What follows belongs to an exercise in optimizing a design on an open flow for small area, a short achievable clock period and few clock cycles; a production flow would make more cautious choices.
RTL that was checked went through simulation tests only; none was proved equivalent to the original.
The RTL of runs 1 to 3 was laid out without a check of its function.
Power figures rest on the tool's default switching activity, not on a simulated workload.

===== flow/run.sh =====
#!/bin/bash
set -o pipefail
export BUFFER_PORTS_ARGS="-buffer_cell sky130_fd_sc_hd__buf_1"
bash standard.sh > standard.log 2>&1

===== standard.sh =====
#!/bin/bash
# synth_recipe.tcl (not shown) runs the flow's synth.tcl, then flattens the netlist and writes it again
# the make line also repeats each setting of config.mk as NAME=value (left out here)
make -C /OpenROAD-flow-scripts/flow DESIGN_CONFIG=/design/flow/config.mk WORK_HOME=/design/flow/orfs CLKGATE_MAP_FILE= SYNTH_SCRIPT=/design/flow/synth_recipe.tcl "${@:-finish}"

===== design.v =====
module updi_host (
    input  wire        clk,
    input  wire        rst,
    input  wire        cfg_a24,
    input  wire        req_valid,
    output wire        req_ready,
    input  wire [4:0]  req_op,
    input  wire        req_wide,
    input  wire [23:0] req_addr,
    input  wire [15:0] req_data,
    input  wire [16:0] req_len,
    output wire        rsp_valid,
    output wire [2:0]  rsp_kind,
    output wire [2:0]  rsp_stage,
    output wire [2:0]  rsp_cause,
    output wire [15:0] rsp_data,
    output wire [1:0]  life,
    output wire [1:0]  session,
    output wire        desync,
    input  wire        wd_valid,
    output wire        wd_ready,
    input  wire [7:0]  wd_data,
    output wire        rd_valid,
    output wire [7:0]  rd_data,
    output wire        ctl_valid,
    output wire [2:0]  ctl_cmd,
    input  wire        ctl_ready,
    input  wire        ctl_fail,
    output wire        tx_valid,
    output wire [7:0]  tx_data,
    input  wire        tx_ready,
    input  wire        rx_valid,
    input  wire        rx_err,
    input  wire [7:0]  rx_data,
    output wire        rx_ready
);
    localparam [4:0] OP_OPEN   = 5'd0,  OP_CLOSE  = 5'd1,  OP_DBRK   = 5'd2,
                     OP_ISP    = 5'd3,  OP_CDL    = 5'd4,  OP_INIT   = 5'd5,
                     OP_LDCS   = 5'd6,  OP_STCS   = 5'd7,  OP_LOAD   = 5'd8,
                     OP_STORE  = 5'd9,  OP_SETPTR = 5'd10, OP_LDINC  = 5'd11,
                     OP_STINC  = 5'd12, OP_REPEAT = 5'd13, OP_BULK   = 5'd14,
                     OP_KEY    = 5'd15, OP_SIB    = 5'd16;
    localparam [1:0] L_CLOSED = 2'd0, L_OPENED = 2'd1, L_SYNC = 2'd2;
    localparam [1:0] S_UNSYNC = 2'd0, S_SPS = 2'd1, S_VERIFIED = 2'd2;
    localparam [2:0] K_OK = 3'd0, K_TRANSPORT = 3'd1, K_NORESP = 3'd2,
                     K_PROTOCOL = 3'd3, K_INVARG = 3'd4, K_LINKINIT = 3'd5;
    localparam [2:0] G_NONE = 3'd0, G_ARG = 3'd1, G_CONFIGURE = 3'd2,
                     G_SEND = 3'd3, G_RECEIVE = 3'd4, G_ACK = 3'd5,
                     G_CHECK = 3'd6;
    localparam [2:0] C_CLOSE = 3'd0, C_DRAIN = 3'd1, C_CFG_BREAK = 3'd2,
                     C_CFG_OP = 3'd3, C_DELAY = 3'd4;
    localparam [3:0] F_SIB  = 4'd0,  F_ISP1 = 4'd1,  F_ISP2 = 4'd2,
                     F_CDL  = 4'd3,  F_BRK  = 4'd4,
                     F_LDCS = 4'd6,  F_STCS = 4'd7,  F_LOAD = 4'd8,
                     F_STORE = 4'd9, F_PTR  = 4'd10, F_LDI  = 4'd11,
                     F_STI  = 4'd12, F_REP  = 4'd13, F_KEYH = 4'd15;
    localparam [2:0] ST_IDLE = 3'd0, ST_TX = 3'd1, ST_RX = 3'd2,
                     ST_BULK = 3'd3, ST_KEY = 3'd4, ST_KLD = 3'd5,
                     ST_SEQ = 3'd6, ST_CTL = 3'd7;
    localparam [3:0] P_O1 = 4'd0, P_O2 = 4'd1, P_O3 = 4'd2,
                     P_C1 = 4'd3, P_C2 = 4'd4,
                     P_D0 = 4'd5, P_D1 = 4'd6, P_D2 = 4'd7, P_D3 = 4'd8,
                     P_D4 = 4'd9, P_D5 = 4'd10, P_D6 = 4'd11, P_D7 = 4'd12,
                     P_D8 = 4'd13, P_D9 = 4'd14;
    reg [2:0]  st;
    reg [3:0]  pc;
    reg [3:0]  fr;
    reg [2:0]  hidx;
    reg [16:0] cnt;
    reg [1:0]  bph;             
    reg        pend;            
    reg        abort;           
    reg        retry;
    reg        ctl_fail_r;
    reg [2:0]  ctl_cmd_r;
    reg [4:0]  op;
    reg        wide;
    reg        a24;
    reg [23:0] addr;            
    wire [9:0] bcc = addr[17:8];
    reg [15:0] dat;
    reg [7:0]  ring [0:31];
    reg [4:0]  rp;
    reg [1:0]  life_r, session_r;
    reg        desync_r;
    reg        rsp_r;
    reg [2:0]  ecode;           
    localparam [2:0] E_OK = 3'd0, E_TSEND = 3'd1, E_TCFG = 3'd2, E_NORESP = 3'd3,
                     E_PROTO = 3'd4, E_INVARG = 3'd5, E_LICFG = 3'd6,
                     E_LICHK = 3'd7;
    reg [2:0]  n_st;
    reg [3:0]  n_pc, n_fr;
    reg [2:0]  n_hidx;
    reg [16:0] n_cnt;
    reg [1:0]  n_bph;
    reg        n_pend, n_abort, n_retry, n_ctl_fail_r;
    reg [2:0]  n_ctl_cmd_r;
    reg [4:0]  n_op;
    reg        n_wide, n_a24;
    reg [23:0] n_addr;
    reg [15:0] n_dat;
    reg [1:0]  n_life_r, n_session_r;
    reg        n_desync_r, n_rsp_r;
    reg [2:0]  n_ecode;
    reg        n_res;               
    reg        f_res;
    reg [7:0]  txb;             
    wire [7:0] asz   = a24 ? 8'h08 : 8'h04;
    wire [7:0] psz   = a24 ? 8'h02 : 8'h01;
    wire [7:0] dsz   = wide ? 8'h01 : 8'h00;
    reg [7:0] opc, b2;
    always @(*) begin
        case (fr)
            F_ISP1:  opc = 8'hC3;
            F_ISP2:  opc = 8'hC2;
            F_CDL:   opc = 8'h80;
            F_LDCS:  opc = {4'h8, addr[3:0]};
            F_STCS:  opc = {4'hC, addr[3:0]};
            F_LOAD:  opc = 8'h00 | asz | dsz;
            F_STORE: opc = 8'h40 | asz | dsz;
            F_PTR:   opc = 8'h68 | psz;
            F_LDI:   opc = 8'h24 | dsz;
            F_STI:   opc = 8'h64 | dsz;
            F_REP:   opc = 8'hA0;
            F_KEYH:  opc = {6'b111000, addr[1:0]};
            default: opc = 8'hE6;                        
        endcase
        case (fr)
            F_ISP1:  b2 = 8'h08;
            F_ISP2:  b2 = 8'h80;
            F_STCS:  b2 = dat[7:0];
            default: b2 = addr[7:0];                     
        endcase
    end
    function [7:0] bulk_byte(input [1:0] ph, input [2:0] ix, input [7:0] lm1);
        begin
            if (ph == 2'd0) begin
                case (ix)
                    3'd1: bulk_byte = 8'hC2;
                    3'd2: bulk_byte = 8'h0E;
                    3'd4: bulk_byte = 8'hA0;
                    3'd5: bulk_byte = lm1;
                    3'd7: bulk_byte = 8'h65;
                    default: bulk_byte = 8'h55;
                endcase
            end else begin
                case (ix[1:0])
                    2'd0: bulk_byte = 8'h55;
                    2'd1: bulk_byte = 8'hC2;
                    default: bulk_byte = 8'h06;
                endcase
            end
        end
    endfunction
    function f_last_of(input [3:0] f, input [2:0] ix, input a, input w);
        begin
            case (f)
                F_BRK:   f_last_of = (ix == 3'd0);
                F_STCS, F_REP, F_ISP1, F_ISP2:
                         f_last_of = (ix == 3'd2);
                F_LOAD, F_PTR:
                         f_last_of = (ix == (a ? 3'd4 : 3'd3));
                F_STORE: f_last_of = (ix == (a ? 3'd4 : 3'd3)) || (ix == (w ? 3'd6 : 3'd5));
                F_STI:   f_last_of = (ix == {2'b01, w});
                default: f_last_of = (ix == 3'd1);
            endcase
        end
    endfunction
    wire st_tx   = (st == ST_TX);
    wire st_bulk = (st == ST_BULK);
    wire st_key  = (st == ST_KEY);
    wire st_rx   = (st == ST_RX);
    wire tx_on   = st_tx | st_bulk | st_key;
    wire f_last    = f_last_of(fr, hidx, a24, wide);
    wire b_reqlast = (bph == 2'd2) & (hidx[1:0] == 2'd2);
    wire b_unb     = (dat[15:10] != 6'd0) | (dat == 16'd0);
    wire b_last    = b_reqlast | (!b_unb & (bcc == 10'd1));
    wire k_last    = (cnt[4:0] == 5'd0);
    wire snd_last  = (st_tx & f_last) | (st_bulk & b_last) | (st_key & k_last);
    wire   src_wd   = (st_tx & (fr == F_STI) & hidx[1]) | (st_bulk & (bph == 2'd1));
    wire   f_txc    = tx_on & !pend & !src_wd & !(st_key & rp[0]);
    wire   f_txw    = tx_on & !pend & src_wd;
    wire   f_rxa    = st_rx | (tx_on & !abort & pend);
    wire   f_srcwd  = src_wd;
    assign tx_valid = f_txc | (f_txw & wd_valid);
    assign tx_data  = f_srcwd ? wd_data : txb;
    wire   tx_fire  = tx_valid & tx_ready;
    wire   bc       = (tx_on & pend & rx_valid) | (tx_fire & (abort | rx_valid));
    assign rx_ready = f_rxa | (tx_ready & !abort & (f_txc | (f_txw & wd_valid)));
    wire   rx_fire  = rx_ready & rx_valid;
    wire k_ld_last  = (cnt[2:0] == 3'd7) & (addr[1:0] == 2'd0 | cnt[3]) &
                      (addr[1:0] != 2'd2 | cnt[4]);
    wire   f_kld    = (st == ST_KLD) & ((rp == 5'd0) | (cnt[4:0] == 5'd0));
    assign wd_ready = f_kld | (f_txw & tx_ready);
    wire   wd_fire  = wd_ready & wd_valid;
    assign ctl_valid = (st == ST_CTL);
    assign ctl_cmd   = ctl_cmd_r;
    wire rx_dat = (fr == F_LDCS) | (fr == F_LOAD) | (fr == F_CDL);
    wire rx_ack = (fr == F_STORE) | (fr == F_PTR) | (fr == F_STI);
    wire rx_str = (fr == F_LDI) | (fr == F_SIB);
    wire cnt1   = (cnt == 17'd1);
    wire ack_fin = (fr == F_PTR) | ((fr == F_STORE) & hidx[2] & (hidx[1] | hidx[0])) |
                   ((fr == F_STI) & cnt1);
    wire is_ack  = (rx_data == 8'h40);
    wire nz      = (rx_data != 8'h00);
    wire y_any   = st_rx & cnt1 & ((rx_dat & (fr != F_CDL)) | rx_str);
    wire y_ack   = st_rx & rx_ack & ack_fin;
    wire y_cdl   = st_rx & cnt1 & (fr == F_CDL) & (op == OP_CDL);
    wire y_fin   = y_any | y_ack | y_cdl;
    wire y_ok    = !rx_err & nz;
    assign rsp_valid = rsp_r;
    assign req_ready = (st == ST_IDLE);
    wire   accept    = req_valid & req_ready;
    reg [2:0] ek, eg;
    always @(*) begin
        case (ecode)
            E_TSEND:  begin ek = K_TRANSPORT; eg = G_SEND;      end
            E_TCFG:   begin ek = K_TRANSPORT; eg = G_CONFIGURE; end
            E_NORESP: begin ek = K_NORESP;    eg = G_RECEIVE;   end
            E_PROTO:  begin ek = K_PROTOCOL;  eg = G_ACK;       end
            E_INVARG: begin ek = K_INVARG;    eg = G_ARG;       end
            E_LICFG:  begin ek = K_LINKINIT;  eg = G_CONFIGURE; end
            E_LICHK:  begin ek = K_LINKINIT;  eg = G_CHECK;     end
            default:  begin ek = K_OK;        eg = G_NONE;      end
        endcase
    end
    assign rsp_kind  = ek;
    assign rsp_stage = eg;
    assign rsp_cause = (ecode == E_LICFG) ? K_TRANSPORT : K_OK;
    assign rsp_data  = dat & {16{f_res}};
    assign rd_valid = st_rx & rx_str & rx_valid & !rx_err;
    assign rd_data  = rx_data;
    assign life    = life_r;
    assign session = session_r;
    assign desync  = desync_r;
    wire rq_ldi  = (req_op == OP_LDINC) | (req_op == OP_STINC);
    wire rq_rep  = (req_op == OP_REPEAT) | (req_op == OP_BULK);
    wire arg_bad = (req_op > OP_SIB) ||
                   (rq_ldi && (req_len[15:0] == 16'd0 || req_len[16])) ||
                   (rq_rep && (req_len == 17'd0 || req_len > 17'd256)) ||
                   ((req_op == OP_KEY) && (req_len > 17'd2));
    wire closed  = (life_r == L_CLOSED);
    wire       k_load = (st == ST_KLD) & wd_fire;
    wire [4:0] n_rp   = k_load ? 5'd0 : rp + 5'd1 + {4'd0, st_key & bc};
    integer i;
    always @(posedge clk) begin
        ring[0] <= k_load ? wd_data : ring[31];
        for (i = 1; i < 32; i = i + 1)
            ring[i] <= ring[i-1];
        rp <= n_rp;
    end
    wire n_tx_on  = (n_st == ST_TX) | (n_st == ST_BULK) | (n_st == ST_KEY);
    wire n_srcwd  = ((n_st == ST_TX) & (n_fr == F_STI) & n_hidx[1]) |
                    ((n_st == ST_BULK) & (n_bph == 2'd1));
    wire n_kblk   = (n_st == ST_KEY) & n_rp[0];
    wire n_txc    = n_tx_on & !n_pend & !n_srcwd & !n_kblk;
    wire n_txw    = n_tx_on & !n_pend & n_srcwd;
    wire n_strx   = (n_st == ST_RX);
    wire acc_sess = (req_op == OP_ISP) | (req_op == OP_CDL) | (req_op == OP_INIT);
    wire acc_req  = (req_op >= OP_LDCS) & (req_op <= OP_SIB) & !arg_bad;
    wire acc_txon = !closed & (acc_sess | (acc_req & (req_op != OP_KEY)));
    wire acc_kld  = !closed & acc_req & (req_op == OP_KEY);
    wire acc_idle = !acc_txon & !acc_kld & (req_op > OP_DBRK);
    wire n_rxstr  = (n_fr == F_LDI) | (n_fr == F_SIB);
    wire [7:0] n_kbyte = ring[{rp[4:1], 1'b1}];
    reg  [7:0] n_byte;
    always @(*) begin
        case (n_st)
            ST_KEY:  n_byte = n_kbyte;
            ST_BULK: n_byte = bulk_byte(n_bph, n_hidx, addr[7:0]);
            default: case (n_hidx)
                         3'd0: n_byte = (n_fr == F_BRK) ? 8'h00 : 8'h55;
                         3'd1: n_byte = opc;
                         3'd2: n_byte = b2;
                         3'd3: n_byte = addr[15:8];
                         3'd4: n_byte = addr[23:16];
                         3'd5: n_byte = dat[7:0];
                         default: n_byte = dat[15:8];
                     endcase
        endcase
    end
    always @(posedge clk) begin
        txb      <= acc ? 8'h55   : n_byte;
        f_res    <= !acc & n_res;
    end
    always @(posedge clk) begin
        st <= m_st; pc <= m_pc; fr <= m_fr; hidx <= m_hidx; cnt <= m_cnt;
        bph <= m_bph; pend <= m_pend; abort <= m_abort;
        retry <= m_retry; ctl_fail_r <= m_ctl_fail_r;
        ctl_cmd_r <= m_ctl_cmd_r; op <= m_op; wide <= m_wide; a24 <= m_a24;
        addr <= m_addr; dat <= m_dat; life_r <= m_life_r; session_r <= m_session_r;
        desync_r <= m_desync_r; rsp_r <= m_rsp_r; ecode <= m_ecode;
    end
    task automatic fail(input [2:0] e);
        begin
            n_rsp_r = 1'b1;
            n_ecode = e;
            if (op != OP_OPEN && op != OP_DBRK)
                n_desync_r = 1'b1;
            n_st = ST_IDLE;
        end
    endtask
    task automatic done_ok;
        begin
            n_rsp_r = 1'b1;
            n_st    = ST_IDLE;
        end
    endtask
    task automatic ctl(input [2:0] c, input [3:0] next);
        begin
            n_ctl_cmd_r = c; n_st = ST_CTL; n_pc = next;
        end
    endtask
    task automatic send(input [3:0] f);
        begin
            n_fr = f; n_hidx = 3'd0; n_st = ST_TX;
        end
    endtask
    task automatic cdl_miss;
        begin
            if (op == OP_CDL)
                done_ok;
            else if (!retry) begin
                n_retry = 1'b1; n_st = ST_SEQ; n_pc = P_D0;
            end else
                fail(E_LICHK);
        end
    endtask
    always @(*) begin
        n_st = st;
        n_pc = pc;
        n_fr = fr;
        n_hidx = hidx;
        n_cnt = cnt;
        n_bph = bph;
        n_pend = pend;
        n_abort = abort;
        n_retry = retry;
        n_ctl_fail_r = ctl_fail_r;
        n_ctl_cmd_r = ctl_cmd_r;
        n_op = op;
        n_wide = wide;
        n_a24 = a24;
        n_addr = addr;
        n_dat = dat;
        n_life_r = life_r;
        n_session_r = session_r;
        n_desync_r = desync_r;
        n_rsp_r = rsp_r;
        n_ecode = ecode;
        n_res = 1'b0;
        if (rst) begin
            n_st        = ST_IDLE;
            n_life_r    = L_CLOSED;
            n_session_r = S_UNSYNC;
            n_desync_r  = 1'b0;
            n_rsp_r     = 1'b0;
            n_ecode     = E_OK;
            n_pend      = 1'b0;
            n_abort     = 1'b0;
        end else begin
            n_rsp_r = 1'b0;
            if (bc) n_pend = 1'b0;
            else if (tx_fire) n_pend = 1'b1;
            if (bc & snd_last) n_abort = 1'b0;
            else if (tx_on & rx_fire & rx_err) n_abort = 1'b1;
            case (st)
            ST_TX: if (bc) begin
                if (!f_last) n_hidx = hidx + 3'd1;
                else begin
                    case (fr)
                        F_STCS, F_REP: done_ok;
                        F_ISP1: begin
                            n_session_r = S_SPS;
                            send(F_ISP2);
                        end
                        F_ISP2: if (op == OP_ISP) done_ok;
                                else send(F_CDL);
                        F_BRK:  n_st = ST_SEQ;
                        F_KEYH: n_st = ST_KEY;
                        F_LDI:  n_st = ST_RX;
                        F_SIB:  begin n_cnt = 17'd32; n_st = ST_RX; end
                        F_LOAD: begin n_cnt = wide ? 17'd2 : 17'd1; n_st = ST_RX; n_dat = 16'd0; end
                        F_LDCS: begin n_cnt = 17'd1; n_st = ST_RX; n_dat = 16'd0; end
                        F_CDL:  begin n_cnt = 17'd1; n_st = ST_RX; end
                        default: n_st = ST_RX;                
                    endcase
                end
            end
            ST_BULK: if (bc) begin
                n_addr[17:8] = b_last ? dat[9:0] : bcc - 10'd1;
                n_hidx = hidx + 3'd1;
                case (bph)
                    2'd0: if (hidx == 3'd7) n_bph = 2'd1;
                    2'd1: begin
                        n_cnt = cnt - 17'd1;
                        if (cnt1) begin n_bph = 2'd2; n_hidx = 3'd0; end
                    end
                    default: if (b_reqlast) done_ok;
                endcase
            end
            ST_KEY: if (bc) begin
                n_cnt = cnt - 17'd1;
                if (k_last) done_ok;
            end
            ST_KLD: if (wd_fire) begin
                if (k_ld_last) send(F_KEYH);
                else n_cnt = cnt + 17'd1;
            end
            ST_RX: if (rx_valid) begin
                if (y_fin) begin
                    n_rsp_r = 1'b1;
                    n_st    = ST_IDLE;
                    n_res   = rx_dat;
                    if (rx_err) begin
                        n_ecode = (fr == F_CDL) ? E_OK : E_NORESP;
                        n_desync_r = 1'b1;
                    end else if (rx_ack & !is_ack) begin
                        n_ecode = E_PROTO;
                        n_desync_r = 1'b1;
                    end
                    if (fr == F_CDL) begin
                        n_dat = {15'd0, y_ok};
                        if (y_ok) n_session_r = S_VERIFIED;
                    end else
                        n_dat = {dat[7:0], rx_data};
                end else if (rx_err) begin
                    if (fr == F_CDL) begin
                        n_desync_r = 1'b1;
                        cdl_miss;
                    end else
                        fail(E_NORESP);
                end else if (rx_ack) begin
                    if (!is_ack)
                        fail(E_PROTO);
                    else if (ack_fin)
                        done_ok;
                    else if (fr == F_STORE) begin
                        n_hidx = 3'd5; n_st = ST_TX;
                    end else begin
                        n_cnt = cnt - 17'd1; n_hidx = 3'd2; n_st = ST_TX;
                    end
                end else begin
                    n_dat  = {dat[7:0], rx_data};
                    n_cnt  = cnt - 17'd1;
                    if (cnt1) begin
                        if (fr != F_CDL)
                            done_ok;
                        else if (nz) begin
                            n_session_r = S_VERIFIED;
                            done_ok;
                        end else
                            cdl_miss;
                    end
                end
            end
            ST_CTL: if (ctl_ready) begin
                n_ctl_fail_r = ctl_fail;
                n_st = ST_SEQ;
            end
            ST_SEQ: begin
                case (pc)
                    P_O1: begin
                        if (!closed) ctl(C_CLOSE, P_O2); else n_pc = P_O2;
                        n_life_r = L_CLOSED;
                    end
                    P_O2: ctl(C_CFG_OP, P_O3);
                    P_O3: if (ctl_fail_r) fail((op == OP_INIT && retry) ? E_LICFG : E_TCFG);
                          else begin
                              ctl(C_DRAIN, P_D0);
                              n_life_r = L_OPENED; n_session_r = S_UNSYNC;
                          end
                    P_C1: if (!closed) ctl(C_CLOSE, P_C2); else n_pc = P_C2;
                    P_C2: begin
                        n_life_r = L_CLOSED; n_session_r = S_UNSYNC; n_desync_r = 1'b0;
                        done_ok;
                    end
                    P_D0: begin
                        if (!closed) ctl(C_CLOSE, P_D1); else n_pc = P_D1;
                        n_life_r = L_CLOSED;
                    end
                    P_D1: ctl(C_CFG_BREAK, P_D2);
                    P_D2: if (ctl_fail_r) fail((op == OP_INIT && retry) ? E_LICFG : E_TCFG);
                          else begin
                              ctl(C_DRAIN, P_D3);
                              n_life_r = L_OPENED; n_session_r = S_UNSYNC;
                          end
                    P_D3: begin send(F_BRK); n_pc = P_D4; end
                    P_D4: ctl(C_DELAY, P_D5);
                    P_D5: begin send(F_BRK); n_pc = P_D6; end
                    P_D6: begin ctl(C_CLOSE, P_D7); n_life_r = L_CLOSED; end
                    P_D7: ctl(C_CFG_OP, P_D8);
                    P_D8: if (ctl_fail_r) fail((op == OP_INIT && retry) ? E_LICFG : E_TCFG);
                          else begin
                              n_life_r = L_SYNC; n_session_r = S_UNSYNC; n_desync_r = 1'b0;
                              ctl(C_DRAIN, P_D9);
                          end
                    P_D9: if (op == OP_INIT) send(F_ISP1); else done_ok;
                    default: done_ok;
                endcase
            end
            default: ;
            endcase
        end
    end
    reg [2:0] m_st;
    reg [3:0] m_pc;
    reg [3:0] m_fr;
    reg [2:0] m_hidx;
    reg [16:0] m_cnt;
    reg [1:0] m_bph;
    reg  m_pend;
    reg  m_abort;
    reg  m_retry;
    reg  m_ctl_fail_r;
    reg [2:0] m_ctl_cmd_r;
    reg [4:0] m_op;
    reg  m_wide;
    reg  m_a24;
    reg [23:0] m_addr;
    reg [15:0] m_dat;
    reg [1:0] m_life_r;
    reg [1:0] m_session_r;
    reg  m_desync_r;
    reg  m_rsp_r;
    reg [2:0] m_ecode;
    wire acc = accept & !rst;
    always @(*) begin
        m_st = n_st;
        m_pc = n_pc;
        m_fr = n_fr;
        m_hidx = n_hidx;
        m_cnt = n_cnt;
        m_bph = n_bph;
        m_pend = n_pend;
        m_abort = n_abort;
        m_retry = n_retry;
        m_ctl_fail_r = n_ctl_fail_r;
        m_ctl_cmd_r = n_ctl_cmd_r;
        m_op = n_op;
        m_wide = n_wide;
        m_a24 = n_a24;
        m_addr = n_addr;
        m_dat = n_dat;
        m_life_r = n_life_r;
        m_session_r = n_session_r;
        m_desync_r = n_desync_r;
        m_rsp_r = n_rsp_r;
        m_ecode = n_ecode;
        if (acc) begin
            m_op       = req_op;
            m_wide     = req_wide;
            m_a24      = cfg_a24;
            m_addr     = req_addr;
            if (req_op == OP_REPEAT || req_op == OP_BULK)
                m_addr[7:0] = req_len[7:0] - 8'd1;
            if (req_op == OP_KEY)
                m_addr[7:0] = req_len[7:0];
            m_dat      = req_data;
            m_retry    = 1'b0;
            m_pend     = 1'b0;
            m_abort    = 1'b0;
            m_ecode    = E_OK;
            m_hidx     = 3'd0;
            m_fr       = req_op[3:0];
            case (req_op)
                OP_LDINC: m_cnt = req_wide ? {req_len[15:0], 1'b0} : {1'b0, req_len[15:0]};
                OP_STINC: m_cnt = {1'b0, req_len[15:0]};
                OP_BULK:  m_cnt = {7'd0, req_len[8:0], 1'b0};
                default:  m_cnt = 17'd0;
            endcase
            m_bph = 2'd0;
            if (req_op == OP_BULK)
                m_addr[17:8] = (req_data != 16'd0 && req_data < 16'd10) ? 10'd6
                                                                       : req_data[9:0];
            case (req_op)
                OP_OPEN:  begin m_st = ST_SEQ; m_pc = P_O1; end
                OP_CLOSE: begin m_st = ST_SEQ; m_pc = P_C1; end
                OP_DBRK:  begin m_st = ST_SEQ; m_pc = P_D0; end
                OP_ISP, OP_INIT: begin
                    if (closed) begin
                        m_rsp_r = 1'b1; m_ecode = E_TSEND;
                        m_st = ST_IDLE;
                    end else begin
                        m_fr = F_ISP1; m_st = ST_TX;
                    end
                end
                OP_CDL: begin
                    if (closed) begin
                        m_rsp_r = 1'b1; m_st = ST_IDLE;
                    end else begin
                        m_fr = F_CDL; m_st = ST_TX;
                    end
                end
                default: begin
                    if (arg_bad) begin
                        m_rsp_r = 1'b1; m_ecode = E_INVARG;
                        m_st = ST_IDLE;
                    end else if (closed) begin
                        m_rsp_r = 1'b1; m_ecode = E_TSEND;
                        m_st = ST_IDLE;
                    end else if (req_op == OP_KEY)
                        m_st = ST_KLD;
                    else if (req_op == OP_BULK)
                        m_st = ST_BULK;
                    else
                        m_st = ST_TX;
                end
            endcase
        end
    end
endmodule

===== config.mk =====
export PLATFORM = sky130hd
export DESIGN_NAME = updi_host
export DESIGN_NICKNAME = updi_host
export VERILOG_FILES = /design/flow/design.v
export SDC_FILE = /design/flow/constraint.sdc
export NUM_CORES = 4
export LEC_CHECK = 0
export ABC_AREA = 1
export CAP_MARGIN = 20
export CORE_MARGIN = 2
export CORE_UTILIZATION = 40
export CTS_CLUSTER_DIAMETER = 100
export CTS_CLUSTER_SIZE = 25
export SETUP_SLACK_MARGIN = 4.5
export SLEW_MARGIN = 20

===== constraint.sdc =====
create_clock -name core_clock -period 8.0 [get_ports {clk}]
set_input_delay 1.6000 -clock core_clock [delete_from_list [all_inputs] [get_ports {clk}]]
set_output_delay 1.6000 -clock core_clock [all_outputs]
set_load 0.01 [all_outputs]

==> results.toml, run 1 <==
[worst_setup_path]
path_max_fanout = 2
critPathSlowestCell = "nor3_4"
slowest_delay_ns = 0.22
worstPathArrival_ns = 2.24
reg2reg_to = "txb[0]"
r2r_start = "fr[0]"
crit_path_start_kind = "input pin"
worstPathRequired_ns = 6.40
cp_num_cells = 5
cp_cell_sequence = "buf_12, nor2_4, inv_2, nor3_4, buf_2"
worstSetupPathType = "input pin to primary output"
cp_top_family = "buffers and inverters"
r2r_slack_ns = 4.52
crit_path_start = "rx_err"
r2r_cells = 26
worst-path-buf-inv = 3
critPathCapture = "rd_valid"
worstSetupEndpointType = "primary output"

[detailed_routing]
ant_nets = 0
totalWireLength_um = 53200
drt_iter0_drc = 1183
drc = 0
vias_per_cell = 5.44
routedWlPerCell_um = 20.1
vias = 14400
first_pass_iters = 6

[clock_network]
cts_max_level = 1
clk_pin_slew_ns = 0.09
cts_tree = "yes"
cts_buffers = 20
root_buffer = "clkbuf_16"
clk_latency_ns = 0.56
clock_sinks = 366
cts_buffer_depth = 3

[global_routing]
grtUsageTotal_pct = 25.1
grt_max_degree = 50
overflow = 0
grt_pass1_wl_um = 80000
grt_pass1_vias = 13900
antenna_found_initial = 0

[yosys]
synth_warnings = 2
avgSynthCellArea_um2 = 8.16
ys_seq_elements = 366
netlist-cell-type-count = 64
syn_area_um2 = 15700
synth_edf_count = 71
synthCells = 1918
ys_top_cells_by_count = "419 x nand2_1, 295 x dfxtp_1, 228 x inv_1"
yosys.area.top_type = "dfxtp_1"
synthTopCellsByArea = "dfxtp_1 38%, edfxtp_1 14%, nand2_1 10%, inv_1 5.5%, nor2_1 5.0%"
yosysMostFrequentCell = "nand2_1"
seq_area_frac_synth_pct = 51.4
synth_flop_cell = "dfxtp_1"
synth.top_cell.area_share_pct = 37.7
synthArstFlopShare_pct = 0

[hold_path]
worst_hold_startpoint = "ring[28][4]"
hold_path_class = "flop to flop"

[power_and_ir_drop]
power.leakage_nw = 7.90
power_density_nw_per_um2 = 246
ir_worst_vdd_uv = 134

[die]
start_util_pct = 40.5
core-area_um2 = 38600
fp.dieH_um = 202
die_x_um = 202
io_pins = 145
dieArea_um2 = 40700
rows = 72

[timing]
finalSetupViolations = 0
clock.fmax_ghz = 0.260
slew_headroom_pct = 31.3
timing.final.crit_share_pct = 48.0
worst_pin_slew_ns = 1.03
drv_slew = 0
rsz0062_at_grt = "true"
setup_tns_ns = 0
timing.hold.ws_ns = 0.328
skew_ns = 0.0249
finalHoldViolCount = 0
finalCriticalPeriod_ns = 3.84

[final_layout]
drive_above_1_share_pct = 14.4
nNetsFinal = 2229
synthToLayoutAreaGrowth_pct = 19.9
diodes = 0

[placed_design]
routabilityCongestion = 0.984
portBuffers = 142
hpwl_um = 39100

[job]
maxCapViolCount = 0

[run_status]
status = "timing/DRC/antenna clean"
==> cells by family after synthesis <==
family,after synthesis,share of synthesized area [%]
buffers and inverters,296,7.49
xor gates and xnor gates,16,0.895
AOI/OAI and AO/OA,336,13.6
muxes,8,0.576
adders and majority gates,14,1.12
DFF,366,51.4
other,1,0.0240
and+or+nand+nor,881,25.0
==> per-layer routing <==
layer	part of all wire [%]	up-vias	track usage (%)	wire [um]
li1	-	6869	-	-
met1	41	6886	31.2	21700
met2	49	538	44.9	26200
met3	5.4	115	3.10	2900
met4	4.4	0	8.61	2320
met5	0	-	0	0
==> how the worst min path moves through the flow <==
stage | endpoint | slack (ns) | cells after the start
after floorplan | ring[11][0] | 0.31 | 0
after global placement | ring[13][7] | 0.31 | 0
after detailed placement | ring[19][2] | 0.31 | 0
after CTS | ring[21][4] | 0.33 | 0
after global routing | ring[9][3] | 0.34 | 0
final | ring[29][4] | 0.33 | 0
==> through the flow <==
| step | util, % | cells | cell area (um^2) | setup slack [ns] | power, mW |
|---|---|---|---|---|---|
| finish | 48.6 | 2650 | 18800 | 4.16 | 4.62 |
| floorplan | - | 1919 | 15700 | 4.32 | 2.96 |
| CTS | 47.0 | 2616 | 18200 | 4.21 | 4.60 |
| global route | 48.6 | 2650 | 18800 | 4.13 | 4.87 |
| detailed placement | 43.4 | 2542 | 16800 | 3.33 | 3.41 |
| global placement | 43.4 | 2542 | 16800 | 3.43 | 3.41 |
==> repair_timing <==
action / 4_1_cts / 5_1_grt
pin swaps: 18 / 33
resized for setup: 111 / 98
buffers inserted: 44 / 32
hold buffers: 0 / 0
endpoints found under the setup margin: 85 / 72
cloned: 2 / 2
==> report_power, final <==
part	switching (mW)	internal, mW
sequential	0.115	1.99
clock	0.619	0.478
combinational	0.940	0.478
total	1.67	2.95
==> sequential cells by signal, indices dropped and copies added (netlist names), 4 cells and up <==
register,cells
ring,256
addr,24
cnt,17
dat,16
txb,8
op,5
rp,5
fr,4
pc,4
==> layout by cell type, fill, tap and decap left out, types with 22 or more instances in the layout <==
cell type	n
nand2_1	397
o21ai_0	112
nand4_1	49
buf_1	106
buf_4	74
nor2_4	22
edfxtp_1	71
inv_1	220
a21oi_1	63
nand3_1	98
dfxtp_1	287
nor2_1	188
nand2_2	28
==> cell type report <==
type	instances	area [um^2]
tap	518	648
fill	3747	19900
timing repair buffer	229	1520
inverter	249	985
multi-input combinational	1260	6950
clock inverter	6	93.8
clock buffer	22	508
sequential	366	8070
==> worst register-to-register path, delay by kind of cell, from the launching register on <==
| family | cells | cell delay (ns) |
|---|---|---|
| AO/OA/AOI/OAI | 1 | 0.08 |
| buffers and inverters | 5 | 0.65 |
| AND/OR/NAND/NOR | 20 | 2.24 |
| flip-flops | 1 | 0.39 |
==> run 2: changes to the inputs <==
--- a/config.mk
+++ b/config.mk
@@ -12,4 +12,4 @@
 export CTS_CLUSTER_DIAMETER = 100
 export CTS_CLUSTER_SIZE = 25
-export SETUP_SLACK_MARGIN = 4.5
+export SETUP_SLACK_MARGIN = 4.3
 export SLEW_MARGIN = 20
==> results.toml, run 2 <==
[worst_setup_path]
cp_cell_sequence = "buf_12, nor2_4, inv_2, nor3_4, buf_2"
worstPathRequired_ns = 6.40
worst-path-buf-inv = 3
crit_path_start_kind = "input pin"
worstSetupEndpointType = "primary output"
path_max_fanout = 5
critPathSlowestCell = "nor3_4"
worstSetupPathType = "input pin to primary output"
slowest_delay_ns = 0.20
cp_top_family = "buffers and inverters"
worstPathArrival_ns = 2.24

[clock_network]
cts_buffers = 19
clock_sinks = 366
cts_tree = "yes"
clk_pin_slew_ns = 0.09
cts_buffer_depth = 3
postCtsHoldBufs = 0
clk_latency_ns = 0.57
cts_max_level = 1
root_buffer = "clkbuf_16"

[die]
core-area_um2 = 38600
fp.dieH_um = 202
die_x_um = 202
dieArea_um2 = 40700
rows = 72
start_util_pct = 40.5
io_pins = 145

[timing]
worst_pin_slew_ns = 1.07
slew_headroom_pct = 28.1
rsz0062_at_grt = "true"
finalHoldViolCount = 0
setup_tns_ns = 0
finalSetupViolations = 0
timing.final.crit_share_pct = 48.0
skew_ns = 0.0430
layout_setup_ws_ns = 4.16
timing.hold.ws_ns = 0.305
clock.fmax_ghz = 0.260
drv_slew = 0
finalCriticalPeriod_ns = 3.84

[detailed_routing]
drt_iter0_drc = 1110
drc = 0
vias_per_cell = 5.35
first_pass_iters = 7
totalWireLength_um = 50600
ant_nets = 0
routedWlPerCell_um = 19.2
vias = 14100

[final_layout]
reg_top3 = "ring x256, addr x24, cnt x17"
nNetsFinal = 2213
multi_input_area_um2 = 6680
drive_above_1_share_pct = 10.9
layout_commonest_cell = "nand2_1"
final_cell_mix = "412 x nand2_1, 288 x dfxtp_1, 220 x inv_1"
ff_latch_area_um2 = 8060
stdcell_area_um2 = 18200
synthToLayoutAreaGrowth_pct = 16.5
top_register = "ring"
largest_reg_flops = 256
n_fill_cell = 3781

[yosys]
seq_area_frac_synth_pct = 51.4
synthArstFlopShare_pct = 0
synth_flop_cell = "dfxtp_1"
avgSynthCellArea_um2 = 8.16
synth.top_cell.area_share_pct = 37.7
yosysMostFrequentCell = "nand2_1"
syn_area_um2 = 15700
synthCells = 1918
synthTopCellsByArea = "dfxtp_1 38%, edfxtp_1 14%, nand2_1 10%, inv_1 5.5%, nor2_1 5.0%"
synth_warnings = 2
ys_seq_elements = 366
netlist-cell-type-count = 64
synth_edf_count = 71
ys_top_cells_by_count = "419 x nand2_1, 295 x dfxtp_1, 228 x inv_1"
yosys.area.top_type = "dfxtp_1"

[power_and_ir_drop]
ir_worst_vdd_uv = 133
power.leakage_nw = 7.66
p_total_mw = 4.57
power_density_nw_per_um2 = 250

[job]
maxCapViolCount = 0

[hold_path]
hold_path_class = "flop to flop"

[placed_design]
routabilityCongestion = 0.987
portBuffers = 142
place_ws_ns = 3.29
dpl-instance-area_um2 = 16700
hpwl_um = 37600

[global_routing]
overflow = 0
grtUsageTotal_pct = 24.4
grt_pass1_vias = 13700
grt_max_degree = 63
grt_pass1_wl_um = 77800
antenna_found_initial = 1

[run_status]
status = "timing/DRC/antenna clean"
-- run 2: per-layer routing --
metal  vias to the layer above  global-route usage (%)  share of wire (%)  wire, um
li1                       6826                       -                  -         -
met4                         0                    10.5                4.5      2290
met2                       500                    41.3                 48     24200
met3                       124                    3.14                5.6      2860
met5                         -                       0                  0         0
met1                      6639                    31.2                 42     21300
-- run 2: report_power, final --
group,total [mW],internal [mW],switching [mW]
sequential,2.11,1.99,0.115
combinational,1.39,0.474,0.920
clock,1.07,0.464,0.602
total,4.57,2.93,1.64
-- run 2: final timing paths --
| kind | slack [ns] | start | cells after the start | endpoint |
|---|---|---|---|---|
| min reg2reg | 0.30 | ring[16][1] | 0 | ring[17][1] |
| max reg2reg | 4.43 | st[0] | 31 | abort |
| min | 0.30 | ring[16][1] | 0 | ring[17][1] |
| max | 4.16 | rx_err | 5 | rd_valid |
-- run 2: metrics by stage --
step                      cells  util [%]
after CTS                  2611      46.1
after global placement     2543      43.3
after global routing       2633      47.2
after detailed placement   2543      43.3
after floorplan            1919         -
final                      2634      47.2
-- run 2: kinds of logic after synthesis --
logic type	share of synthesized area, %
xor+xnor	0.895
compound gates	13.6
simple gates	25.0
mux	0.576
flops	51.4
fa+ha+maj	1.12
buf+inv	7.49
other cells	0.0240
-- run 2: cell type report --
cell class / count / area share, %
Sequential cell: 366 / 44.2
Multi-Input combinational cell: 1258 / 36.7
Timing Repair Buffer: 216 / 7.23
Inverter: 249 / 5.28
Tap cell: 518 / 3.55
Clock buffer: 22 / 2.79
Clock inverter: 4 / 0.274
Antenna cell: 1 / 0.0137
-- run 2: repair_timing --
| action | in CTS | in global routing |
|---|---|---|
| setup buffers | 40 | 22 |
| gates resized for setup | 59 | 67 |
| setup endpoints to repair | 61 | 37 |
| gates cloned | 2 | 0 |
| endpoints found under the hold margin | 0 | 0 |
| pin swaps | 14 | 13 |
==> run 3: changes to the inputs <==
--- a/config.mk
+++ b/config.mk
@@ -9,5 +9,5 @@
 export CAP_MARGIN = 20
 export CORE_MARGIN = 2
-export CORE_UTILIZATION = 40
+export CORE_UTILIZATION = 50
 export CTS_CLUSTER_DIAMETER = 100
 export CTS_CLUSTER_SIZE = 25
==> results.toml, run 3 <==
[final_layout]
top_register = "ring"
diodes = 0
synthToLayoutAreaGrowth_pct = 15.0
reg_top3 = "ring x256, addr x24, cnt x17"
largest_reg_flops = 256
layout_commonest_cell = "nand2_1"
drive_above_1_share_pct = 10.7
nNetsFinal = 2209
final_cell_mix = "413 x nand2_1, 288 x dfxtp_1, 222 x inv_1"

[power_and_ir_drop]
power_density_nw_per_um2 = 255
power.leakage_nw = 7.65
ir_worst_vdd_uv = 210

[clock_network]
clk_latency_ns = 0.54
root_buffer = "clkbuf_16"
cts_buffer_depth = 3
clk_pin_slew_ns = 0.10
cts_tree = "yes"
clock_sinks = 366
cts_max_level = 1
cts_buffers = 19

[yosys]
synth.top_cell.area_share_pct = 37.7
synth_top_family_by_area = "simple AND/OR/NAND/NOR gates"
seq_area_frac_synth_pct = 51.4
synth_simple_gate_area_share_pct = 25.0
yosys.area.top_type = "dfxtp_1"
ys_seq_elements = 366
synth_edf_count = 71
avgSynthCellArea_um2 = 8.16
synth-xor-area-share_pct = 0.895
yosysMostFrequentCell = "nand2_1"
synthTopCellsByArea = "dfxtp_1 38%, edfxtp_1 14%, nand2_1 10%, inv_1 5.5%, nor2_1 5.0%"
synthCells = 1918
synth_flop_cell = "dfxtp_1"
post_synth_fa_ha_maj_area_fraction_pct = 1.12
synth_compound_area_share_pct = 13.6
netlist-cell-type-count = 64
ys_top_cells_by_count = "419 x nand2_1, 295 x dfxtp_1, 228 x inv_1"
syn_area_um2 = 15700
synthArstFlopShare_pct = 0
muxShareOfSynthArea_pct = 0.576
synth_warnings = 2

[global_routing]
overflow = 0
grt_pass1_vias = 13500
grt_max_degree = 64
grtUsageTotal_pct = 30.1
grt_pass1_wl_um = 77600
antenna_found_initial = 0

[detailed_routing]
routedWlPerCell_um = 20.3
vias = 14300
first_pass_iters = 6
totalWireLength_um = 51000
vias_per_cell = 5.72
drt_iter0_drc = 1414
ant_nets = 0
drc = 0

[die]
start_util_pct = 51.0
rows = 64
core-area_um2 = 30700
io_pins = 145
die_x_um = 181
fp.dieH_um = 181
dieArea_um2 = 32700

[timing]
finalSetupViolations = 0
clock.fmax_ghz = 0.252
skew_ns = 0.0320
slew_headroom_pct = 27.8
layout_setup_ws_ns = 4.04
drv_slew = 0
timing.final.crit_share_pct = 49.5
finalHoldViolCount = 0
setup_tns_ns = 0
finalCriticalPeriod_ns = 3.96
rsz0062_at_grt = "true"
worst_pin_slew_ns = 1.08

[worst_setup_path]
path_max_fanout = 2
worstPathRequired_ns = 8.39
worstSetupPathType = "input pin to flop"
worstPathArrival_ns = 4.35
crit_path_start_kind = "input pin"
worstSetupEndpointType = "flop"

[placed_design]
place_ws_ns = 3.39
routabilityCongestion = 0.974
portBuffers = 142
hpwl_um = 37700

[run_status]
status = "timing/DRC/antenna clean"

[hold_path]
hold_path_class = "flop to flop"

[job]
maxCapViolCount = 0
-- run 3: cell count changes in the layout (fill, tap and decap cells not counted), moves of 2 or more --
cell	change
buf_2	-3
buf_4	+12
buf_6	-12
clkinv_1	-2
inv_1	+2
inv_2	-2
inv_4	+2
nand2_2	-3
nand2_4	+2
nor2_2	+3
nor2_4	-3
-- run 3: final cells by class --
class	count	area, um^2
Sequential cell	366	8060
Inverter	249	970
Multi-Input combinational cell	1258	6670
Fill cell	2906	12700
Clock inverter	3	41.3
Timing Repair Buffer	212	1260
Tap cell	396	495
Clock buffer	22	508
-- run 3: repair_timing --
| action | CTS | global route |
|---|---|---|
| endpoints found under the hold margin | 0 | 0 |
| buffers inserted | 38 | 23 |
| pin swaps | 12 | 11 |
| setup endpoints to repair | 76 | 73 |
| hold buffers | 0 | 0 |
| resized for setup | 53 | 68 |
| gates cloned | 2 | 0 |
-- run 3: worst max-delay path, cell delays in order --
cell      delay, ns
buf_8          0.10
nand2_4        0.07
nand2_4        0.05
nand3_2        0.07
nand2_1        0.08
nand2_1        0.10
nand2_2        0.07
buf_4          0.13
buf_4          0.12
buf_4          0.13
buf_4          0.12
buf_4          0.12
buf_4          0.12
buf_4          0.12
buf_4          0.12
buf_4          0.12
buf_4          0.12
buf_4          0.12
buf_4          0.12
buf_4          0.12
buf_4          0.12
buf_4          0.12
buf_4          0.12
buf_4          0.12
nand4_1        0.06
a221oi_1       0.07
-- run 3: per-layer routing --
| layer | vias to the layer above | track usage [%] | part of all wire, % | wire length (um) |
|---|---|---|---|---|
| met5 | - | 0 | 0 | 0 |
| met4 | 0 | 13.1 | 4.9 | 2480 |
| met3 | 122 | 3.59 | 6.1 | 3100 |
| met2 | 595 | 51.2 | 48 | 24300 |
| met1 | 6786 | 38.7 | 41 | 21100 |
| li1 | 6827 | - | - | - |
-- run 3: cell families after synthesis --
logic type,after synthesis
buffers and inverters,296
and+or+nand+nor,881
adders and majority gates,14
DFF,366
xor gates and xnor gates,16
muxes,8
AOI/OAI and AO/OA,336
other,1
-- run 3: final timing paths --
| check | startpoint | endpoint | slack, ns | cells past startpoint |
|---|---|---|---|---|
| setup / recovery | wd_valid | abort | 4.04 | 26 |
| hold / removal | ring[22][1] | ring[23][1] | 0.33 | 0 |
| setup reg to reg | st[1] | abort | 4.19 | 30 |
| hold reg to reg | ring[22][1] | ring[23][1] | 0.33 | 0 |
-- run 3: metrics by stage --
stage	util, %	hold slack, ns	power (mW)	instances	area [um^2]
after global placement	54.0	0.310	3.43	2418	16600
after floorplan	-	0.310	2.95	1919	15700
final	58.7	0.325	4.60	2506	18000
after detailed placement	54.0	0.312	3.42	2418	16600
after global routing	58.7	0.332	4.82	2506	18000
after CTS	57.4	0.326	4.53	2483	17600
-- run 3: where the power goes --
group          internal (mW)  switching [mW]
Combinational          0.476           0.961
Sequential              1.99           0.111
Clock                  0.463           0.592
Total                   2.93            1.66
==> run 4: changes to the inputs <==
--- a/design.v
+++ b/design.v
@@ -104,4 +104,5 @@
     reg [2:0]  n_ecode;
     reg        n_res;               
+    reg        f_txc, f_txw, f_srcwd, f_rxa;
     reg        f_res;
     reg [7:0]  txb;             
@@ -178,9 +179,4 @@
     wire k_last    = (cnt[4:0] == 5'd0);
     wire snd_last  = (st_tx & f_last) | (st_bulk & b_last) | (st_key & k_last);
-    wire   src_wd   = (st_tx & (fr == F_STI) & hidx[1]) | (st_bulk & (bph == 2'd1));
-    wire   f_txc    = tx_on & !pend & !src_wd & !(st_key & rp[0]);
-    wire   f_txw    = tx_on & !pend & src_wd;
-    wire   f_rxa    = st_rx | (tx_on & !abort & pend);
-    wire   f_srcwd  = src_wd;
     assign tx_valid = f_txc | (f_txw & wd_valid);
     assign tx_data  = f_srcwd ? wd_data : txb;
@@ -282,4 +278,8 @@
     always @(posedge clk) begin
         txb      <= acc ? 8'h55   : n_byte;
+        f_txc    <= acc ? acc_txon : n_txc;
+        f_txw    <= !acc & n_txw;
+        f_srcwd  <= !acc & n_srcwd;
+        f_rxa    <= !acc & (n_strx | (n_tx_on & !n_abort & n_pend));
         f_res    <= !acc & n_res;
     end
--- a/config.mk
+++ b/config.mk
@@ -9,7 +9,7 @@
 export CAP_MARGIN = 20
 export CORE_MARGIN = 2
-export CORE_UTILIZATION = 50
+export CORE_UTILIZATION = 40
 export CTS_CLUSTER_DIAMETER = 100
 export CTS_CLUSTER_SIZE = 25
-export SETUP_SLACK_MARGIN = 4.3
+export SETUP_SLACK_MARGIN = 4.15
 export SLEW_MARGIN = 20
==> results.toml, run 4 <==
[timing]
worst_pin_slew_ns = 1.12
finalCriticalPeriod_ns = 3.89
clock.fmax_ghz = 0.257
finalHoldViolCount = 0
skew_ns = 0.0360
slew_headroom_pct = 23.1
timing.final.crit_share_pct = 48.6
drv_slew = 0
setup_tns_ns = 0
layout_setup_ws_ns = 4.11
rsz0062_at_grt = "true"
finalSetupViolations = 0

[worst_setup_path]
crit_path_start_kind = "input pin"
r2r_slack_ns = 4.47
worst-path-buf-inv = 3
worstSetupPathType = "input pin to primary output"
cp_num_cells = 5
worstSetupEndpointType = "primary output"
critPathSlowestCell = "buf_2"
slowest_delay_ns = 0.16
worstPathRequired_ns = 6.40
critPathCapture = "rd_valid"
path_max_fanout = 10
worstPathArrival_ns = 2.29
crit_path_start = "rx_err"
crit_top_cell = "buf_2"
cp_top_family = "buffers and inverters"
r2r_cells = 15
reg2reg_to = "f_txc"
r2r_start = "st[0]"
cp_cell_sequence = "buf_2, inv_4, nand2_1, nor2_2, buf_2"

[global_routing]
overflow = 0
antenna_found_initial = 0
grt_pass1_vias = 13400
grt_pass1_wl_um = 76200
grtUsageTotal_pct = 23.7
grt_max_degree = 49

[die]
dieArea_um2 = 41600
start_util_pct = 40.4
rows = 73
die_x_um = 204
fp.dieH_um = 204
core-area_um2 = 39500
io_pins = 145

[clock_network]
clock_sinks = 370
cts_buffer_depth = 3
cts_buffers = 19
clk_pin_slew_ns = 0.09
clk_latency_ns = 0.56
postCtsHoldBufs = 0
cts_tree = "yes"
root_buffer = "clkbuf_16"
cts_max_level = 1

[job]
maxCapViolCount = 0

[power_and_ir_drop]
p_int_mw = 2.76
share_seq_of_total_power_pct = 49.6
power.share.switching_pct = 32.9
power.net_switching_mw = 1.36
power_density_nw_per_um2 = 232
ir_worst_vdd_uv = 152
power.leakage_nw = 7.44
combPwrFrac_pct = 23.8
clock_power_share_pct = 26.6

[hold_path]
hold_path_class = "flop to flop"

[yosys]
synth_warnings = 2
synth.top_cell.area_share_pct = 37.5
synthCells = 1978
synthArstFlopShare_pct = 0
syn_area_um2 = 16000
ys_top_cells_by_count = "383 x nand2_1, 299 x dfxtp_1, 248 x inv_1"
synthTopCellsByArea = "dfxtp_1 37%, edfxtp_1 13%, nand2_1 9.0%, inv_1 5.8%, nor2_1 5.4%"
synth_edf_count = 71
seq_area_frac_synth_pct = 50.8
netlist-cell-type-count = 59
avgSynthCellArea_um2 = 8.08
synth_flop_cell = "dfxtp_1"
ys_seq_elements = 370
yosysMostFrequentCell = "nand2_1"
yosys.area.top_type = "dfxtp_1"

[placed_design]
portBuffers = 142
hpwl_um = 38800
place_ws_ns = 3.50
routabilityCongestion = 0.982

[final_layout]
layout_commonest_cell = "nand2_1"
diodes = 0
drive_above_1_share_pct = 7.00
top_register = "ring"
final_cell_mix = "383 x nand2_1, 298 x dfxtp_1, 246 x inv_1"
reg_top3 = "ring x256, addr x24, cnt x17"
largest_reg_flops = 256
nNetsFinal = 2213
n_fill_cell = 4009
synthToLayoutAreaGrowth_pct = 10.8

[detailed_routing]
vias_per_cell = 5.37
routedWlPerCell_um = 19.1
first_pass_iters = 6
ant_nets = 0
totalWireLength_um = 50300
drc = 0
vias = 14200
drt_iter0_drc = 1259

[run_status]
status = "timing/DRC/antenna clean"
==> run 4: changes by cell type in the layout (fill, tap and decap cells not counted), sizes merged, moves of 6 or more <==
| cell | delta |
|---|---|
| nand4 | -12 |
| o21ai | +12 |
| a32o | +6 |
| a211oi | -6 |
| inv | +24 |
| buf | -47 |
| nand3 | +29 |
| nand2 | -34 |
| nor2 | +22 |
| nor3 | +16 |
==> run 4: cell families after synthesis <==
kind of cell | after synthesis | synth area share [%]
multiplexers | 8 | 0.564
XOR/XNOR | 14 | 0.767
AND/OR/NAND/NOR | 903 | 24.9
adder cells (fa/ha/maj) | 14 | 1.10
AO/OA/AOI/OAI | 348 | 13.8
flip-flops | 370 | 50.8
buffers and inverters | 320 | 8.01
other | 1 | 0.0235
==> run 4: repair_timing <==
item	CTS	global route
buffers inserted	8	1
cloned	0	0
hold endpoints to repair	0	0
resized for setup	16	10
pin swaps	6	2
endpoints found under the setup margin	5	20
==> run 4: power by group through the flow <==
| stage | Sequential, mW | Clock (mW) | Combinational [mW] |
|---|---|---|---|
| 2_1_floorplan | 2.04 | 0 | 0.657 |
| 3_3_place_gp | 2.08 | 0 | 0.962 |
| 3_5_place_dp | 2.08 | 0 | 0.967 |
| 4_1_cts | 2.04 | 1.11 | 0.976 |
| 5_1_grt | 2.05 | 1.18 | 1.08 |
| 6_report | 2.04 | 1.09 | 0.981 |
==> run 4: metal layers <==
metal | routed length [um] | track usage (%) | up-vias
li1 | - | - | 6882
met5 | 0 | 0 | -
met1 | 21500 | 30.7 | 6695
met2 | 24200 | 40.7 | 502
met3 | 2770 | 2.63 | 105
met4 | 1940 | 8.79 | 0
==> run 4: metrics by stage <==
step	total power, mW	cells	hold WS (ns)	instance area (um^2)	utilization [%]
floorplan	2.70	1979	0.310	16000	-
global route	4.31	2640	0.339	17700	44.8
finish	4.11	2640	0.326	17700	44.8
CTS	4.13	2639	0.325	17700	44.7
detailed placement	3.05	2605	0.312	17000	43.0
global placement	3.04	2605	0.311	17000	43.0
==> run 4: layout make-up <==
class | instances | area [um^2] | area share (%)
Clock buffer | 21 | 504 | 2.85
Clock inverter | 5 | 70.1 | 0.396
Inverter | 268 | 1010 | 5.72
Multi-Input combinational cell | 1289 | 6650 | 37.5
Sequential cell | 370 | 8120 | 45.8
Tap cell | 525 | 657 | 3.71
Timing Repair Buffer | 162 | 699 | 3.95
==> run 4: worst register-to-register path, cell delays in order, from the launching register on <==
cell and delay [ns]:
dfxtp_1 0.53, nand2_1 0.14, nor2_2 0.10, buf_4 0.28, clkinv_1 0.41, nor2_4 0.56, nand2_1 0.20, nand2_1 0.14
a21oi_1 0.05, nand2_1 0.07, o21ai_0 0.18, nand2_1 0.18, inv_1 0.05, a21oi_1 0.33, nand3b_1 0.14, nand2_1 0.09
==> run 4: worst min-delay path by stage <==
stage               cells after the start     endpoint         from  slack [ns]
floorplan                               0  ring[11][0]  ring[10][0]        0.31
global placement                        0   ring[1][2]   ring[0][2]        0.31
detailed placement                      0  ring[25][0]  ring[24][0]        0.31
CTS                                     0   ring[3][1]   ring[2][1]        0.32
global route                            0   ring[5][3]   ring[4][3]        0.34
finish                                  0   ring[3][1]   ring[2][1]        0.33
Testbench counts of run 4, summed over its fixed seeds: cycles 23,533.
==> run 5: changes to the inputs <==
--- a/config.mk
+++ b/config.mk
@@ -12,4 +12,4 @@
 export CTS_CLUSTER_DIAMETER = 100
 export CTS_CLUSTER_SIZE = 25
-export SETUP_SLACK_MARGIN = 4.15
+export SETUP_SLACK_MARGIN = 4.3
 export SLEW_MARGIN = 20
==> results.toml, run 5 <==
[worst_setup_path]
r2r_slack_ns = 4.50
worstSetupEndpointType = "primary output"
cp_cell_sequence = "buf_6, inv_2, nor2_4, nand2_1, nor2_2, buf_2"
critPathSlowestCell = "nor2_2"
slowest_delay_ns = 0.17
worstSetupPathType = "input pin to primary output"
r2r_cells = 12
reg2reg_to = "dat[14]"
r2r_start = "fr[0]"
worstPathArrival_ns = 2.26
worstPathRequired_ns = 6.40
crit_path_start_kind = "input pin"
path_max_fanout = 6

[final_layout]
fin_cells = 2654
synthToLayoutAreaGrowth_pct = 12.4
ff_latch_area_um2 = 8120
n_fill_cell = 3997
diodes = 0
layout_commonest_cell = "nand2_1"
drive_above_1_share_pct = 8.45
largest_reg_flops = 256
reg_top3 = "ring x256, addr x24, cnt x17"
nNetsFinal = 2227
final_cell_mix = "383 x nand2_1, 297 x dfxtp_1, 244 x inv_1"
multi_input_area_um2 = 6740
top_register = "ring"

[yosys]
avgSynthCellArea_um2 = 8.08
synth_warnings = 2
yosysMostFrequentCell = "nand2_1"
synthTopCellsByArea = "dfxtp_1 37%, edfxtp_1 13%, nand2_1 9.0%, inv_1 5.8%, nor2_1 5.4%"
seq_area_frac_synth_pct = 50.8
synth.top_cell.area_share_pct = 37.5
yosys.area.top_type = "dfxtp_1"
synthArstFlopShare_pct = 0
ys_seq_elements = 370
synthCells = 1978
syn_area_um2 = 16000
synth_edf_count = 71
synth_flop_cell = "dfxtp_1"
ys_top_cells_by_count = "383 x nand2_1, 299 x dfxtp_1, 248 x inv_1"
netlist-cell-type-count = 59

[detailed_routing]
vias = 14300
totalWireLength_um = 50700
drc = 0
vias_per_cell = 5.37
routedWlPerCell_um = 19.1
ant_nets = 0
first_pass_iters = 6
drt_iter0_drc = 1197

[timing]
finalHoldViolCount = 0
setup_tns_ns = 0
rsz0062_at_grt = "true"
finalSetupViolations = 0
worst_pin_slew_ns = 1.15
slew_headroom_pct = 21.3
timing.final.crit_share_pct = 48.2
clock.fmax_ghz = 0.259
finalCriticalPeriod_ns = 3.86
drv_slew = 0
skew_ns = 0.0364

[placed_design]
hpwl_um = 38800
routabilityCongestion = 0.982
placed_cells = 2605
portBuffers = 142

[global_routing]
grtUsageTotal_pct = 23.8
antenna_found_initial = 0
grt_pass1_vias = 13400
grt_pass1_wl_um = 76400
grt_max_degree = 49
overflow = 0

[clock_network]
cts_tree = "yes"
clock_sinks = 370
root_buffer = "clkbuf_16"
cts_max_level = 1
cts_buffer_depth = 3
cts_buffers = 19
clk_latency_ns = 0.56
clk_pin_slew_ns = 0.09

[die]
start_util_pct = 40.4
core-area_um2 = 39500
io_pins = 145
rows = 73
die_x_um = 204
fp.dieH_um = 204
dieArea_um2 = 41600

[power_and_ir_drop]
power.share.switching_pct = 32.9
clock_power_share_pct = 26.4
power.leakage_nw = 7.55
power_density_nw_per_um2 = 230
share_seq_of_total_power_pct = 49.3
combPwrFrac_pct = 24.3
power.net_switching_mw = 1.36
p_int_mw = 2.78
ir_worst_vdd_uv = 151

[run_status]
status = "timing/DRC/antenna clean"

[hold_path]
hold_path_end = "ring[3][1]"
hold_depth = 0
worst_hold_startpoint = "ring[2][1]"
hold_path_class = "flop to flop"

[job]
maxCapViolCount = 0
run 5: repair_timing:
action,4_1_cts,5_1_grt
hold buffers,0,0
setup endpoints to repair,17,32
endpoints found under the hold margin,0,0
resized for setup,25,41
buffers inserted,13,10
pin swaps,8,7
run 5: worst max path at each step:
stage          startpoint        to  slack [ns]
5_1_grt          rx_valid  rd_valid        4.11
6_report         rx_valid  rd_valid        4.14
2_1_floorplan         rst    dat[0]        4.31
3_5_place_dp     wd_valid    txb[1]        3.50
4_1_cts          wd_valid  rx_ready        4.17
3_3_place_gp     wd_valid    txb[1]        3.47
run 5: cell families after synthesis:
kind of cell	synth area share, %
flops	50.8
fa+ha+maj	1.10
buf+inv	8.01
simple gates	24.9
mux	0.564
other cells	0.0235
compound gates	13.8
xor+xnor	0.767
run 5: critical path: cells and delay by family:
family        cells  cell delay [ns]
simple gates      3             0.33
buf+inv           3             0.32
run 5: final cells by class:
type                       count  area share, %
tap                          525           3.66
timing repair buffer         176           4.74
clock inverter                 5          0.390
clock buffer                  21           2.81
inverter                     268           5.69
sequential                   370           45.2
multi-input combinational   1289           37.5
run 5: layer usage:
metal	global-route usage, %	routed length, um
met3	2.52	2600
met1	30.9	21700
met4	8.81	1940
met2	40.8	24400
met5	0	0
run 5: stage by stage:
stage          worst slack, ns  instance area, um^2  util, %  hold slack, ns  power, mW
3_5_place_dp              3.50                17000     43.0           0.312       3.05
5_1_grt                   4.11                18000     45.4           0.339       4.33
6_report                  4.14                18000     45.4           0.324       4.14
2_1_floorplan             4.31                16000        -           0.310       2.70
4_1_cts                   4.17                17700     44.9           0.325       4.14
3_3_place_gp              3.47                17000     43.0           0.311       3.04
run 5: power groups by stage:
stage	Combinational (mW)	Clock (mW)	Sequential [mW]
after floorplan	0.657	0	2.04
after global placement	0.962	0	2.08
after detailed placement	0.967	0	2.08
after CTS	0.984	1.11	2.04
after global routing	1.11	1.18	2.05
final	1.01	1.09	2.04
==> run 6: changes to the inputs <==
--- a/config.mk
+++ b/config.mk
@@ -9,5 +9,5 @@
 export CAP_MARGIN = 20
 export CORE_MARGIN = 2
-export CORE_UTILIZATION = 40
+export CORE_UTILIZATION = 50
 export CTS_CLUSTER_DIAMETER = 100
 export CTS_CLUSTER_SIZE = 25
==> results.toml, run 6 <==
[run_status]
status = "timing/DRC/antenna clean"

[timing]
skew_ns = 0.0332
worst_pin_slew_ns = 1.13
slew_headroom_pct = 22.7
finalSetupViolations = 0
timing.final.crit_share_pct = 47.7
layout_setup_ws_ns = 4.18
finalHoldViolCount = 0
clock.fmax_ghz = 0.262
setup_tns_ns = 0
finalCriticalPeriod_ns = 3.82
rsz0062_at_grt = "true"
drv_slew = 0

[detailed_routing]
drt_iter0_drc = 1289
ant_nets = 0
vias = 14100
totalWireLength_um = 49300
routedWlPerCell_um = 19.5
first_pass_iters = 6
drc = 0
vias_per_cell = 5.57

[final_layout]
diodes = 0
drive_above_1_share_pct = 8.46
stdcell_area_um2 = 17800
final_cell_mix = "381 x nand2_1, 297 x dfxtp_1, 245 x inv_1"
post-route-util_pct = 56.7
nNetsFinal = 2227
top_register = "ring"
reg_top3 = "ring x256, addr x24, cnt x17"
synthToLayoutAreaGrowth_pct = 11.7
layout_commonest_cell = "nand2_1"
largest_reg_flops = 256

[clock_network]
cts_max_level = 1
root_buffer = "clkbuf_16"
cts_buffers = 19
postCtsHoldBufs = 0
clk_pin_slew_ns = 0.09
cts_tree = "yes"
clock_sinks = 370
clk_latency_ns = 0.53
cts_buffer_depth = 3

[worst_setup_path]
worstPathArrival_ns = 2.22
crit_path_start_kind = "input pin"
worstPathRequired_ns = 6.40
path_max_fanout = 2
worstSetupEndpointType = "primary output"
worstSetupPathType = "input pin to primary output"

[yosys]
ys_seq_elements = 370
yosysMostFrequentCell = "nand2_1"
avgSynthCellArea_um2 = 8.08
synth_flop_cell = "dfxtp_1"
synth.top_cell.area_share_pct = 37.5
netlist-cell-type-count = 59
yosys.area.top_type = "dfxtp_1"
syn_area_um2 = 16000
synthArstFlopShare_pct = 0
ys_top_cells_by_count = "383 x nand2_1, 299 x dfxtp_1, 248 x inv_1"
synthTopCellsByArea = "dfxtp_1 37%, edfxtp_1 13%, nand2_1 9.0%, inv_1 5.8%, nor2_1 5.4%"
synth_edf_count = 71
seq_area_frac_synth_pct = 50.8
synth_warnings = 2
synthCells = 1978

[job]
maxCapViolCount = 0

[die]
io_pins = 145
start_util_pct = 50.8
die_x_um = 183
dieArea_um2 = 33400
rows = 65
fp.dieH_um = 183
core-area_um2 = 31500

[hold_path]
hold_path_class = "flop to flop"

[placed_design]
portBuffers = 142
place_ws_ns = 3.40
dpl-instance-area_um2 = 16900
hpwl_um = 37300
routabilityCongestion = 1.00

[global_routing]
grt_pass1_wl_um = 75500
grt_max_degree = 51
grtUsageTotal_pct = 28.9
antenna_found_initial = 0
grt_pass1_vias = 13400
overflow = 0

[power_and_ir_drop]
power_density_nw_per_um2 = 229
power.leakage_nw = 7.62
ir_worst_vdd_uv = 164
==> run 6: cell types whose count changed in the layout (fill, tap and decap cells not counted), moves of 3 or more <==
cell and change:
mux2_4 +3, nand2_8 -3, mux2_2 -3, nand2_2 +3, clkinvlp_4 -3, buf_12 +3
==> run 6: cell families after synthesis <==
kind of cell	after synthesis	share of synthesized area, %
xor gates and xnor gates	14	0.767
DFF	370	50.8
other	1	0.0235
AOI/OAI and AO/OA	348	13.8
and+or+nand+nor	903	24.9
adders and majority gates	14	1.10
muxes	8	0.564
buffers and inverters	320	8.01
==> run 6: final timing paths <==
check / startpoint / to / slack [ns] / cells after the start
setup / recovery: wd_valid / rx_ready / 4.18 / 6
hold reg to reg: ring[16][5] / ring[17][5] / 0.33 / 0
setup reg to reg: fr[1] / dat[11] / 4.37 / 12
hold / removal: ring[16][5] / ring[17][5] / 0.33 / 0
==> run 6: timing repair <==
action,4_1_cts,5_1_grt
endpoints found under the hold margin,0,0
gates cloned,1,0
gates resized for setup,43,39
pin swaps,8,8
setup buffers,8,12
endpoints found under the setup margin,45,46
==> run 6: per-stage QoR <==
stage	cells	hold slack, ns	power (mW)
final	2530	0.331	4.08
after global routing	2530	0.338	4.28
after CTS	2518	0.329	4.08
after detailed placement	2484	0.312	3.05
after global placement	2484	0.311	3.05
after floorplan	1979	0.310	2.70
==> run 6: critical path: stages <==
cell,delay (ns)
buf_8,0.10
a21oi_4,0.12
nor2_2,0.06
a21oi_2,0.15
inv_1,0.05
buf_2,0.13
==> run 6: report_power, final <==
part | internal, mW | leakage [nW] | switching, mW
sequential | 1.96 | 3.10 | 0.0762
clock | 0.451 | 0.260 | 0.584
combinational | 0.327 | 4.25 | 0.684
==> run 6: routing by layer <==
layer | track usage (%) | vias to the layer above | wire length [um]
li1 | - | 6896 | -
met1 | 37.4 | 6603 | 21100
met2 | 50.1 | 490 | 23700
met3 | 3.00 | 96 | 2530
met4 | 10.8 | 0 | 2040
met5 | 0 | - | 0
==> run 6: final cells by class <==
class | instances | area (um^2)
inverters | 268 | 1020
repair buffers | 176 | 931
flip-flops and latches | 370 | 8120
clock buffers | 22 | 497
fillers | 3049 | 13600
clock inverters | 3 | 33.8
multi-input cells | 1289 | 6740
well taps | 402 | 503

[static timing again, ports no longer ideal]
The results above use ideal ports. As a check the final layouts listed here were re-extracted and re-timed, cells and wires unchanged. Step 1, drivers: a clkbuf_16 drives clk and a buf_2 each remaining input, both assumed. Step 2 adds t to the input delays and takes it off the output delays; t is the mean of the earliest and latest rising clock arrival at the registers after step 1. Input paths then give back, and output paths get back, about the clock's delay inside the block. Three values: ideal ports, drivers, drivers and shift; two values: the first two.
run	shift t [ns]	setup WS [ns]	worst register clock-pin slew, ns	worst data-port slew with drivers (ns)	pins driven straight from the clock port
run 1	0.597	4.158 / 4.113 / 3.901	0.10 / 0.10	0.06	1
run 2	0.599	4.159 / 4.111 / 3.773	0.10 / 0.10	0.06	1
run 3	0.579	4.037 / 4.051 / 3.473	0.11 / 0.11	0.06	1
run 4	0.599	4.113 / 4.092 / 3.644	0.10 / 0.10	0.06	1
run 5	0.600	4.143 / 4.100 / 3.916	0.10 / 0.10	0.06	1
run 6	0.568	4.184 / 4.144 / 3.876	0.10 / 0.10	0.08	1
After both steps setup and hold are still met in every run listed. For run 3, which loses most, drivers alone change the setup slack by +0.014 ns; drivers and shift together by -0.564 ns.
